Context: an optimization exercise on an open-source flow, tuned for small area. The choices shown serve that exercise and are no tape-out recipe.
At most, simulation tests tie the RTL to the original design; equivalence was not proved.
Power and IR drop assume default switching activity. No driver is modelled on the clock port, so clocking that relies on it looks cheaper here than on a real chip.

==> module motu_p2_rx, before the edit <==
module motu_p2_rx (
    input  wire       clk,
    input  wire       rst,         
    input  wire [3:0] cfg_nin,     
    input  wire       in_valid,
    output reg        in_ready,
    input  wire [7:0] in_data,
    input  wire       in_sop,      
    output wire       dl_valid,
    input  wire       dl_ready,
    output wire [3:0] dl_port,
    output wire [7:0] dl_data,
    output wire       dl_last,
    output reg        rp_valid,
    output wire [1:0] rp_code,     
    output wire [7:0] rp_arg
);
    localparam [2:0] S_CLR   = 3'd0,    
                     S_WAIT  = 3'd1,
                     S_SEL   = 3'd2,
                     S_DATA  = 3'd3,
                     S_RS2   = 3'd4,    
                     S_FIXED = 3'd5,
                     S_SYSEX = 3'd6,
                     S_DLV   = 3'd7;    
    reg  [2:0] state;
    reg  [3:0] sel_port;
    reg  [6:0] len;         
    reg  [1:0] rem;         
    reg  [5:0] ph;          
    reg  [3:0] ph9;         
    reg        rp_kind;     
    reg        obv;
    reg  [7:0] ob;
    reg  [7:0] mr  [0:63];
    reg  [6:0] lr  [0:8];
    wire [6:0] lr_tap = lr[8];
    wire [7:0] cur_last = (lr_tap == 7'd0) ? 8'h00 : {1'b1, ~lr_tap};
    wire [7:0] b      = in_data;
    wire       ign    = in_sop || (b == 8'hFF);
    wire       al9    = (ph9 == sel_port);
    wire       alw    = (ph == len[5:0]);             
    wire       alr    = (ph[3:0] == len[3:0]);        
    function [1:0] cls;
        input [7:0] c;
        begin
            if (c == 8'hF0)                               cls = 2'd0;
            else if (c == 8'hF5)                          cls = 2'd1;
            else if (c[7] == 1'b0 || c[6] == 1'b0 || c[7:4] == 4'hE) cls = 2'd3;
            else                                          cls = 2'd2;
        end
    endfunction
    function [1:0] slen;
        input [7:0] c;
        begin
            if (c[7:4] == 4'hC || c[7:4] == 4'hD)         slen = 2'd2;
            else if (c[7:4] != 4'hF)                      slen = 2'd3;
            else if (c == 8'hF1 || c == 8'hF2 || c == 8'hF3) slen = 2'd2;
            else                                          slen = 2'd1;
        end
    endfunction
    always @(*) begin
        case (state)
            S_WAIT, S_SEL:           in_ready = 1'b1;
            S_DATA:                  in_ready = al9 && !(in_valid && !in_sop && !b[7]);
            S_RS2, S_FIXED, S_SYSEX: in_ready = alw;
            default:                 in_ready = 1'b0;
        endcase
    end
    wire take   = in_valid && in_ready;
    wire feed   = take && !ign;
    wire start  = (state == S_DATA) && in_valid && al9 && !ign;
    wire app    = start || (feed && (state == S_RS2 || state == S_FIXED || state == S_SEL ||
                                     (state == S_SYSEX && !len[6])));
    wire [7:0] wdata = (start && !b[7]) ? cur_last : b;
    wire       lwe  = start && b[7];
    wire [6:0] lins = (state == S_CLR) ? 7'd0 : (lwe ? ~b[6:0] : lr_tap);
    wire       xfer  = obv && dl_ready;
    wire       ld    = (state == S_DLV) && alr && (!obv || (dl_ready && !dl_last));
    reg  [7:0] tap;
    always @(*) begin
        case (len[5:4] - ph[5:4])
            2'd0: tap = mr[63];
            2'd1: tap = mr[47];
            2'd2: tap = mr[31];
            default: tap = mr[15];
        endcase
    end
    integer i;
    always @(posedge clk) begin
        mr[0] <= app ? wdata : mr[63];
        for (i = 1; i < 64; i = i + 1)
            mr[i] <= mr[i-1];
        lr[0] <= lins;
        for (i = 1; i < 9; i = i + 1)
            lr[i] <= lr[i-1];
    end
    always @(posedge clk) begin
        if (rst) begin
            state    <= S_CLR;
            ph9      <= 4'd0;
            obv      <= 1'b0;
            rp_valid <= 1'b0;
        end else begin
            ph9      <= (ph9 == 4'd8) ? 4'd0 : ph9 + 4'd1;
            rp_valid <= 1'b0;
            case (state)
                S_CLR: if (ph9 == 4'd8) state <= S_WAIT;
                S_WAIT: if (feed && b == 8'hF5) state <= S_SEL;
                S_SEL: if (feed) begin
                    if (b >= {4'd0, cfg_nin}) begin
                        rp_valid <= 1'b1;
                        rp_kind  <= 1'b1;
                        state    <= S_WAIT;
                    end else begin
                        sel_port <= b[3:0];
                        state    <= S_DATA;
                    end
                end
                S_DATA: if (start) begin
                    len <= 7'd1;
                    if (!b[7]) begin
                        rem   <= cls(cur_last);
                        state <= S_RS2;
                    end else if (b == 8'hF5) begin
                        state <= S_SEL;
                    end else if (b == 8'hF0) begin
                        rem   <= 2'd0;
                        state <= S_SYSEX;
                    end else begin
                        rem <= slen(b);
                        if (slen(b) == 2'd1) begin
                            len   <= 7'd0;
                            state <= S_DLV;
                        end else begin
                            state <= S_FIXED;
                        end
                    end
                end
                S_RS2: if (feed) begin
                    len <= 7'd2;
                    case (rem)
                        2'd0: state <= S_SYSEX;
                        2'd1: state <= S_SEL;
                        2'd2: begin len <= 7'd0; state <= S_DLV; end
                        default: state <= S_FIXED;
                    endcase
                end
                S_FIXED: if (feed) begin
                    len <= len + 7'd1;
                    if (len[1:0] + 2'd1 == rem) begin
                        len   <= 7'd0;
                        state <= S_DLV;
                    end
                end
                S_SYSEX: if (feed) begin
                    if (len[6]) begin
                        rp_valid <= 1'b1;
                        rp_kind  <= 1'b0;
                        state    <= S_WAIT;
                    end else begin
                        len <= len + 7'd1;
                        if (b == 8'hF7) begin
                            len   <= 7'd0;
                            state <= S_DLV;
                        end
                    end
                end
                S_DLV: begin
                    if (ld) begin
                        obv <= 1'b1;
                        len <= len + 7'd1;
                    end else if (xfer) begin
                        obv <= 1'b0;
                        if (dl_last) state <= S_DATA;
                    end
                end
                default: ;
            endcase
        end
        ph   <= start ? 6'd1 : ph + 6'd1;
        if (ld) ob <= tap;
    end
    assign dl_valid = obv;
    assign dl_port  = sel_port;
    assign dl_data  = ob;
    assign dl_last  = (rem == 2'd0) ? (ob == 8'hF7) : (len[1:0] == rem);
    assign rp_code  = {rp_kind, !rp_kind};
    assign rp_arg   = rp_kind ? mr[0] : {4'd0, sel_port};
endmodule
==> flow/config.mk <==
export PLATFORM = sky130hd
export DESIGN_NAME = motu_p2_rx
export DESIGN_NICKNAME = motu_p2_rx
export VERILOG_FILES = /design/flow/design.v
export SDC_FILE = /design/flow/constraint.sdc
export NUM_CORES = 4
export LEC_CHECK = 0
export CAP_MARGIN = 20
export CORE_MARGIN = 2
export CORE_UTILIZATION = 60
export PLACE_DENSITY = 0.7
export SLEW_MARGIN = 20
==> flow/constraint.sdc <==
create_clock -name core_clock -period 12.0 [get_ports {clk}]
set_input_delay 2.4000 -clock core_clock [delete_from_list [all_inputs] [get_ports {clk}]]
set_output_delay 2.4000 -clock core_clock [all_outputs]
set_load 0.01 [all_outputs]
standard.sh (not shown) runs the stock make flow with config.mk's settings and CLKGATE_MAP_FILE= SYNTH_SCRIPT=/design/flow/synth_recipe.tcl, a recipe that flattens the netlist after the stock synthesis.
==> flow/flow/run.sh <==
#!/bin/bash
# Own layout flow: the standard flow (standard synthesis, floorplan, placement,
# routing) with a leaner clock tree: larger sink clusters driven by clkbuf_16 and no
# dummy loads, and the smallest buffer on the ports. All tool output goes to
# flow_make.log here; ORFS's per-step logs stay under orfs/logs/.
set -euo pipefail
bash standard.sh \
  "CTS_ARGS=-sink_clustering_enable -repair_clock_nets -dont_use_dummy_load -buf_list sky130_fd_sc_hd__clkbuf_16 -sink_clustering_size 35 -sink_clustering_max_diameter 80" \
  "BUFFER_PORTS_ARGS=-buffer_cell sky130_fd_sc_hd__buf_1" \
  finish > flow_make.log 2>&1
==> next run, changes <==
--- a/flow/design.v
+++ b/flow/design.v
@@ -27,12 +27,13 @@
     reg  [3:0] sel_port;
     reg  [6:0] len;         
     reg  [1:0] rem;         
     reg  [5:0] ph;          
     reg  [3:0] ph9;         
     reg        rp_kind;     
+    reg  [7:0] b_q;         
     reg        obv;
     reg  [7:0] ob;
     reg  [7:0] mr  [0:63];
     reg  [6:0] lr  [0:8];
     wire [6:0] lr_tap = lr[8];
     wire [7:0] cur_last = (lr_tap == 7'd0) ? 8'h00 : {1'b1, ~lr_tap};
@@ -67,13 +68,13 @@
             default:                 in_ready = 1'b0;
         endcase
     end
     wire take   = in_valid && in_ready;
     wire feed   = take && !ign;
     wire start  = (state == S_DATA) && in_valid && al9 && !ign;
-    wire app    = start || (feed && (state == S_RS2 || state == S_FIXED || state == S_SEL ||
+    wire app    = start || (feed && (state == S_RS2 || state == S_FIXED ||
                                      (state == S_SYSEX && !len[6])));
     wire [7:0] wdata = (start && !b[7]) ? cur_last : b;
     wire       lwe  = start && b[7];
     wire [6:0] lins = (state == S_CLR) ? 7'd0 : (lwe ? ~b[6:0] : lr_tap);
     wire       xfer  = obv && dl_ready;
     wire       ld    = (state == S_DLV) && alr && (!obv || (dl_ready && !dl_last));
@@ -176,15 +177,16 @@
                     end
                 end
                 default: ;
             endcase
         end
         ph   <= start ? 6'd1 : ph + 6'd1;
+        b_q  <= b;
         if (ld) ob <= tap;
     end
     assign dl_valid = obv;
     assign dl_port  = sel_port;
     assign dl_data  = ob;
     assign dl_last  = (rem == 2'd0) ? (ob == 8'hF7) : (len[1:0] == rem);
     assign rp_code  = {rp_kind, !rp_kind};
-    assign rp_arg   = rp_kind ? mr[0] : {4'd0, sel_port};
+    assign rp_arg   = rp_kind ? b_q : {4'd0, sel_port};
 endmodule
- The changed run finished with timing, DRC and antenna clean
- non-clock buffer count rose by 2
- die area rose by 0.43%
- worst setup slack gains 0.33 ns
- wire length fell by 4.1%
- worst hold slack loses 0.058 ns
- count of clock-buffer cells in the layout rose by 1
- register-to-register slack gains 0.15 ns
- fmax rose by 5.7%
- final cell count rose by 1.2%
- total power rose by 7.7%
- clock power rose by 2.7%
- global-route usage fell by 0.88 points
Only the layout flow was run in the second run of this note; the RTL was not checked for function there.

* * *

## v6
The RTL this note starts from:
==> flow/design.v <==
module motu_p2_rx (
    input  wire       clk,
    input  wire       rst,         
    input  wire [3:0] cfg_nin,     
    input  wire       in_valid,
    output reg        in_ready,
    input  wire [7:0] in_data,
    input  wire       in_sop,      
    output wire       dl_valid,
    input  wire       dl_ready,
    output wire [3:0] dl_port,
    output wire [7:0] dl_data,
    output wire       dl_last,
    output reg        rp_valid,
    output wire [1:0] rp_code,     
    output wire [7:0] rp_arg
);
    localparam [2:0] S_CLR   = 3'd0,    
                     S_WAIT  = 3'd1,
                     S_SEL   = 3'd2,
                     S_DATA  = 3'd3,
                     S_RS2   = 3'd4,    
                     S_FIXED = 3'd5,
                     S_SYSEX = 3'd6,
                     S_DLV   = 3'd7;    
    reg  [2:0] state;
    reg  [3:0] sel_port;
    reg  [6:0] len;         
    reg  [1:0] rem;         
    reg  [3:0] ph;          
    reg  [3:0] ph9;         
    reg        rp_kind;     
    reg  [7:0] b_q;         
    reg        obv;
    reg  [7:0] ob;
    reg  [7:0] mr0 [0:15];
    reg  [7:0] mr1 [0:15];
    reg  [7:0] mr2 [0:15];
    reg  [7:0] mr3 [0:15];
    reg  [6:0] lr  [0:8];
    wire [6:0] lr_tap = lr[8];
    wire [7:0] cur_last = (lr_tap == 7'd0) ? 8'h00 : {1'b1, ~lr_tap};
    wire [7:0] b      = in_data;
    wire       ign    = in_sop || (b == 8'hFF);
    wire       al9    = (ph9 == sel_port);
    wire       al16   = (ph == len[3:0]);    
    function [1:0] cls;
        input [7:0] c;
        begin
            if (c == 8'hF0)                               cls = 2'd0;
            else if (c == 8'hF5)                          cls = 2'd1;
            else if (c[7] == 1'b0 || c[6] == 1'b0 || c[7:4] == 4'hE) cls = 2'd3;
            else                                          cls = 2'd2;
        end
    endfunction
    function [1:0] slen;
        input [7:0] c;
        begin
            if (c[7:4] == 4'hC || c[7:4] == 4'hD)         slen = 2'd2;
            else if (c[7:4] != 4'hF)                      slen = 2'd3;
            else if (c == 8'hF1 || c == 8'hF2 || c == 8'hF3) slen = 2'd2;
            else                                          slen = 2'd1;
        end
    endfunction
    always @(*) begin
        case (state)
            S_WAIT, S_SEL:           in_ready = 1'b1;
            S_DATA:                  in_ready = al9 && !(in_valid && !in_sop && !b[7]);
            S_RS2, S_FIXED, S_SYSEX: in_ready = al16;
            default:                 in_ready = 1'b0;
        endcase
    end
    wire take   = in_valid && in_ready;
    wire feed   = take && !ign;
    wire start  = (state == S_DATA) && in_valid && al9 && !ign;
    wire app    = start || (feed && (state == S_RS2 || state == S_FIXED ||
                                     (state == S_SYSEX && !len[6])));
    wire [7:0] wdata = (start && !b[7]) ? cur_last : b;
    wire [1:0] wring = start ? 2'd0 : len[5:4];
    wire       lwe  = start && b[7];
    wire [6:0] lins = (state == S_CLR) ? 7'd0 : (lwe ? ~b[6:0] : lr_tap);
    wire       xfer  = obv && dl_ready;
    wire       ld    = (state == S_DLV) && al16 && (!obv || (dl_ready && !dl_last));
    reg  [7:0] tap;
    always @(*) begin
        case (len[5:4])
            2'd0: tap = mr0[15];
            2'd1: tap = mr1[15];
            2'd2: tap = mr2[15];
            default: tap = mr3[15];
        endcase
    end
    integer i;
    always @(posedge clk) begin
        mr0[0] <= (app && wring == 2'd0) ? wdata : mr0[15];
        mr1[0] <= (app && wring == 2'd1) ? wdata : mr1[15];
        mr2[0] <= (app && wring == 2'd2) ? wdata : mr2[15];
        mr3[0] <= (app && wring == 2'd3) ? wdata : mr3[15];
        for (i = 1; i < 16; i = i + 1) begin
            mr0[i] <= mr0[i-1];
            mr1[i] <= mr1[i-1];
            mr2[i] <= mr2[i-1];
            mr3[i] <= mr3[i-1];
        end
        lr[0] <= lins;
        for (i = 1; i < 9; i = i + 1)
            lr[i] <= lr[i-1];
    end
    always @(posedge clk) begin
        if (rst) begin
            state    <= S_CLR;
            ph9      <= 4'd0;
            obv      <= 1'b0;
            rp_valid <= 1'b0;
        end else begin
            ph9      <= (ph9 == 4'd8) ? 4'd0 : ph9 + 4'd1;
            rp_valid <= 1'b0;
            case (state)
                S_CLR: if (ph9 == 4'd8) state <= S_WAIT;
                S_WAIT: if (feed && b == 8'hF5) state <= S_SEL;
                S_SEL: if (feed) begin
                    if (b >= {4'd0, cfg_nin}) begin
                        rp_valid <= 1'b1;
                        rp_kind  <= 1'b1;
                        state    <= S_WAIT;
                    end else begin
                        sel_port <= b[3:0];
                        state    <= S_DATA;
                    end
                end
                S_DATA: if (start) begin
                    len <= 7'd1;
                    if (!b[7]) begin
                        rem   <= cls(cur_last);
                        state <= S_RS2;
                    end else if (b == 8'hF5) begin
                        state <= S_SEL;
                    end else if (b == 8'hF0) begin
                        rem   <= 2'd0;
                        state <= S_SYSEX;
                    end else begin
                        rem <= slen(b);
                        if (slen(b) == 2'd1) begin
                            len   <= 7'd0;
                            state <= S_DLV;
                        end else begin
                            state <= S_FIXED;
                        end
                    end
                end
                S_RS2: if (feed) begin
                    len <= 7'd2;
                    case (rem)
                        2'd0: state <= S_SYSEX;
                        2'd1: state <= S_SEL;
                        2'd2: begin len <= 7'd0; state <= S_DLV; end
                        default: state <= S_FIXED;
                    endcase
                end
                S_FIXED: if (feed) begin
                    len <= len + 7'd1;
                    if (len[1:0] + 2'd1 == rem) begin
                        len   <= 7'd0;
                        state <= S_DLV;
                    end
                end
                S_SYSEX: if (feed) begin
                    if (len[6]) begin
                        rp_valid <= 1'b1;
                        rp_kind  <= 1'b0;
                        state    <= S_WAIT;
                    end else begin
                        len <= len + 7'd1;
                        if (b == 8'hF7) begin
                            len   <= 7'd0;
                            state <= S_DLV;
                        end
                    end
                end
                S_DLV: begin
                    if (ld) begin
                        obv <= 1'b1;
                        len <= len + 7'd1;
                    end else if (xfer) begin
                        obv <= 1'b0;
                        if (dl_last) state <= S_DATA;
                    end
                end
                default: ;
            endcase
        end
        ph   <= start ? 4'd1 : ph + 4'd1;
        b_q  <= b;
        if (ld) ob <= tap;
    end
    assign dl_valid = obv;
    assign dl_port  = sel_port;
    assign dl_data  = ob;
    assign dl_last  = (rem == 2'd0) ? (ob == 8'hF7) : (len[1:0] == rem);
    assign rp_code  = {rp_kind, !rp_kind};
    assign rp_arg   = rp_kind ? b_q : {4'd0, sel_port};
endmodule
export LEC_CHECK = 0
export CAP_MARGIN = 20
export CORE_MARGIN = 2
export CORE_UTILIZATION = 60
export CTS_BUF_LIST = sky130_fd_sc_hd__clkbuf_8
export CTS_CLUSTER_SIZE = 30
export PLACE_DENSITY = 0.7
export SLEW_MARGIN = 20
create_clock -name core_clock -period 12.0 [get_ports {clk}]
run.sh (not shown) runs the stock make flow with config.mk's settings and CLKGATE_MAP_FILE= SYNTH_SCRIPT=/design/flow/synth_recipe.tcl, a recipe that flattens the netlist after the stock synthesis.
Stock flow here: none of the scripts above is used.
Relative to v6, the following input files were edited for v7:
--- a/flow/design.v
+++ b/flow/design.v
@@ -24,29 +24,28 @@
                      S_SYSEX = 3'd6,
                      S_DLV   = 3'd7;    
     reg  [2:0] state;
     reg  [3:0] sel_port;
     reg  [6:0] len;         
     reg  [1:0] rem;         
-    reg  [3:0] ph;          
+    reg  [4:0] ph;          
     reg  [3:0] ph9;         
     reg        rp_kind;     
     reg  [7:0] b_q;         
     reg        obv;
     reg  [7:0] ob;
-    reg  [7:0] mr0 [0:15];
-    reg  [7:0] mr1 [0:15];
-    reg  [7:0] mr2 [0:15];
-    reg  [7:0] mr3 [0:15];
+    reg  [7:0] mr0 [0:31];
+    reg  [7:0] mr1 [0:31];
     reg  [6:0] lr  [0:8];
     wire [6:0] lr_tap = lr[8];
     wire [7:0] cur_last = (lr_tap == 7'd0) ? 8'h00 : {1'b1, ~lr_tap};
     wire [7:0] b      = in_data;
     wire       ign    = in_sop || (b == 8'hFF);
     wire       al9    = (ph9 == sel_port);
-    wire       al16   = (ph == len[3:0]);    
+    wire       alw    = (ph == len[4:0]);             
+    wire       alr    = (ph[3:0] == len[3:0]);        
     function [1:0] cls;
         input [7:0] c;
         begin
             if (c == 8'hF0)                               cls = 2'd0;
             else if (c == 8'hF5)                          cls = 2'd1;
             else if (c[7] == 1'b0 || c[6] == 1'b0 || c[7:4] == 4'hE) cls = 2'd3;
@@ -63,47 +62,43 @@
         end
     endfunction
     always @(*) begin
         case (state)
             S_WAIT, S_SEL:           in_ready = 1'b1;
             S_DATA:                  in_ready = al9 && !(in_valid && !in_sop && !b[7]);
-            S_RS2, S_FIXED, S_SYSEX: in_ready = al16;
+            S_RS2, S_FIXED, S_SYSEX: in_ready = alw;
             default:                 in_ready = 1'b0;
         endcase
     end
     wire take   = in_valid && in_ready;
     wire feed   = take && !ign;
     wire start  = (state == S_DATA) && in_valid && al9 && !ign;
     wire app    = start || (feed && (state == S_RS2 || state == S_FIXED ||
                                      (state == S_SYSEX && !len[6])));
     wire [7:0] wdata = (start && !b[7]) ? cur_last : b;
-    wire [1:0] wring = start ? 2'd0 : len[5:4];
+    wire       wring = !start && len[5];
     wire       lwe  = start && b[7];
     wire [6:0] lins = (state == S_CLR) ? 7'd0 : (lwe ? ~b[6:0] : lr_tap);
     wire       xfer  = obv && dl_ready;
-    wire       ld    = (state == S_DLV) && al16 && (!obv || (dl_ready && !dl_last));
+    wire       ld    = (state == S_DLV) && alr && (!obv || (dl_ready && !dl_last));
     reg  [7:0] tap;
     always @(*) begin
-        case (len[5:4])
-            2'd0: tap = mr0[15];
-            2'd1: tap = mr1[15];
-            2'd2: tap = mr2[15];
-            default: tap = mr3[15];
+        case ({len[5], ph[4] ^ len[4]})
+            2'd0: tap = mr0[31];
+            2'd1: tap = mr0[15];
+            2'd2: tap = mr1[31];
+            default: tap = mr1[15];
         endcase
     end
     integer i;
     always @(posedge clk) begin
-        mr0[0] <= (app && wring == 2'd0) ? wdata : mr0[15];
-        mr1[0] <= (app && wring == 2'd1) ? wdata : mr1[15];
-        mr2[0] <= (app && wring == 2'd2) ? wdata : mr2[15];
-        mr3[0] <= (app && wring == 2'd3) ? wdata : mr3[15];
-        for (i = 1; i < 16; i = i + 1) begin
+        mr0[0] <= (app && !wring) ? wdata : mr0[31];
+        mr1[0] <= (app &&  wring) ? wdata : mr1[31];
+        for (i = 1; i < 32; i = i + 1) begin
             mr0[i] <= mr0[i-1];
             mr1[i] <= mr1[i-1];
-            mr2[i] <= mr2[i-1];
-            mr3[i] <= mr3[i-1];
         end
         lr[0] <= lins;
         for (i = 1; i < 9; i = i + 1)
             lr[i] <= lr[i-1];
     end
     always @(posedge clk) begin
@@ -186,13 +181,13 @@
                         if (dl_last) state <= S_DATA;
                     end
                 end
                 default: ;
             endcase
         end
-        ph   <= start ? 4'd1 : ph + 4'd1;
+        ph   <= start ? 5'd1 : ph + 5'd1;
         b_q  <= b;
         if (ld) ob <= tap;
     end
     assign dl_valid = obv;
     assign dl_port  = sel_port;
     assign dl_data  = ob;
Findings:
v7 gives less share of the cycle needed by the critical path after routing than v6 did.
v6 -> v7: floorplan die height decreased slightly
Changes observed in v7 relative to v6: count of sequential standard cells ~0 delta, total power after layout +3.3%, layout-stage area growth over the synthesis result +0.93 points, register area ~0 delta.
Higher layout net count goes to v6 over v7.
[diff] area of the core region, v7 relative to v6: improvement
Only the layout flow was run in v6; the RTL was not checked for function there.

==> port drivers added, routing unchanged <==
In the flow no input, the clock included, has a driving cell. The finished layouts below were timed again as built, in two steps. Step 1 sets driving cells, clkbuf_16 on the clock port and buf_2 on the other inputs (assumed; they add their load-dependent delay and slew). Step 2 adds t to the input delays and takes it off the output delays; t is the mean of the earliest and latest rising clock arrival at the registers after step 1. Input paths then give back, and output paths get back, about the clock's delay inside the block. a / b / c = ideal ports / drivers / drivers and shift; a / b = the first two.
| run | t (ns) | setup slack, ns | hold slack, ns | pins driven straight from the clock port |
|---|---|---|---|---|
| the first run of note 1 | 0.572 | 5.923 / 5.888 / 5.888 | 0.307 / 0.307 / 0.307 | 1 |
| the second run of note 1 | 0.552 | 6.253 / 6.226 / 6.226 | 0.249 / 0.249 / 0.249 | 1 |
| v6 | 0.647 | 4.798 / 4.764 / 4.764 | 0.294 / 0.294 / 0.294 | 1 |
| v7 | 0.625 | 5.062 / 5.027 / 5.027 | 0.298 / 0.298 / 0.298 | 1 |
After both steps setup and hold are still met in every run listed.
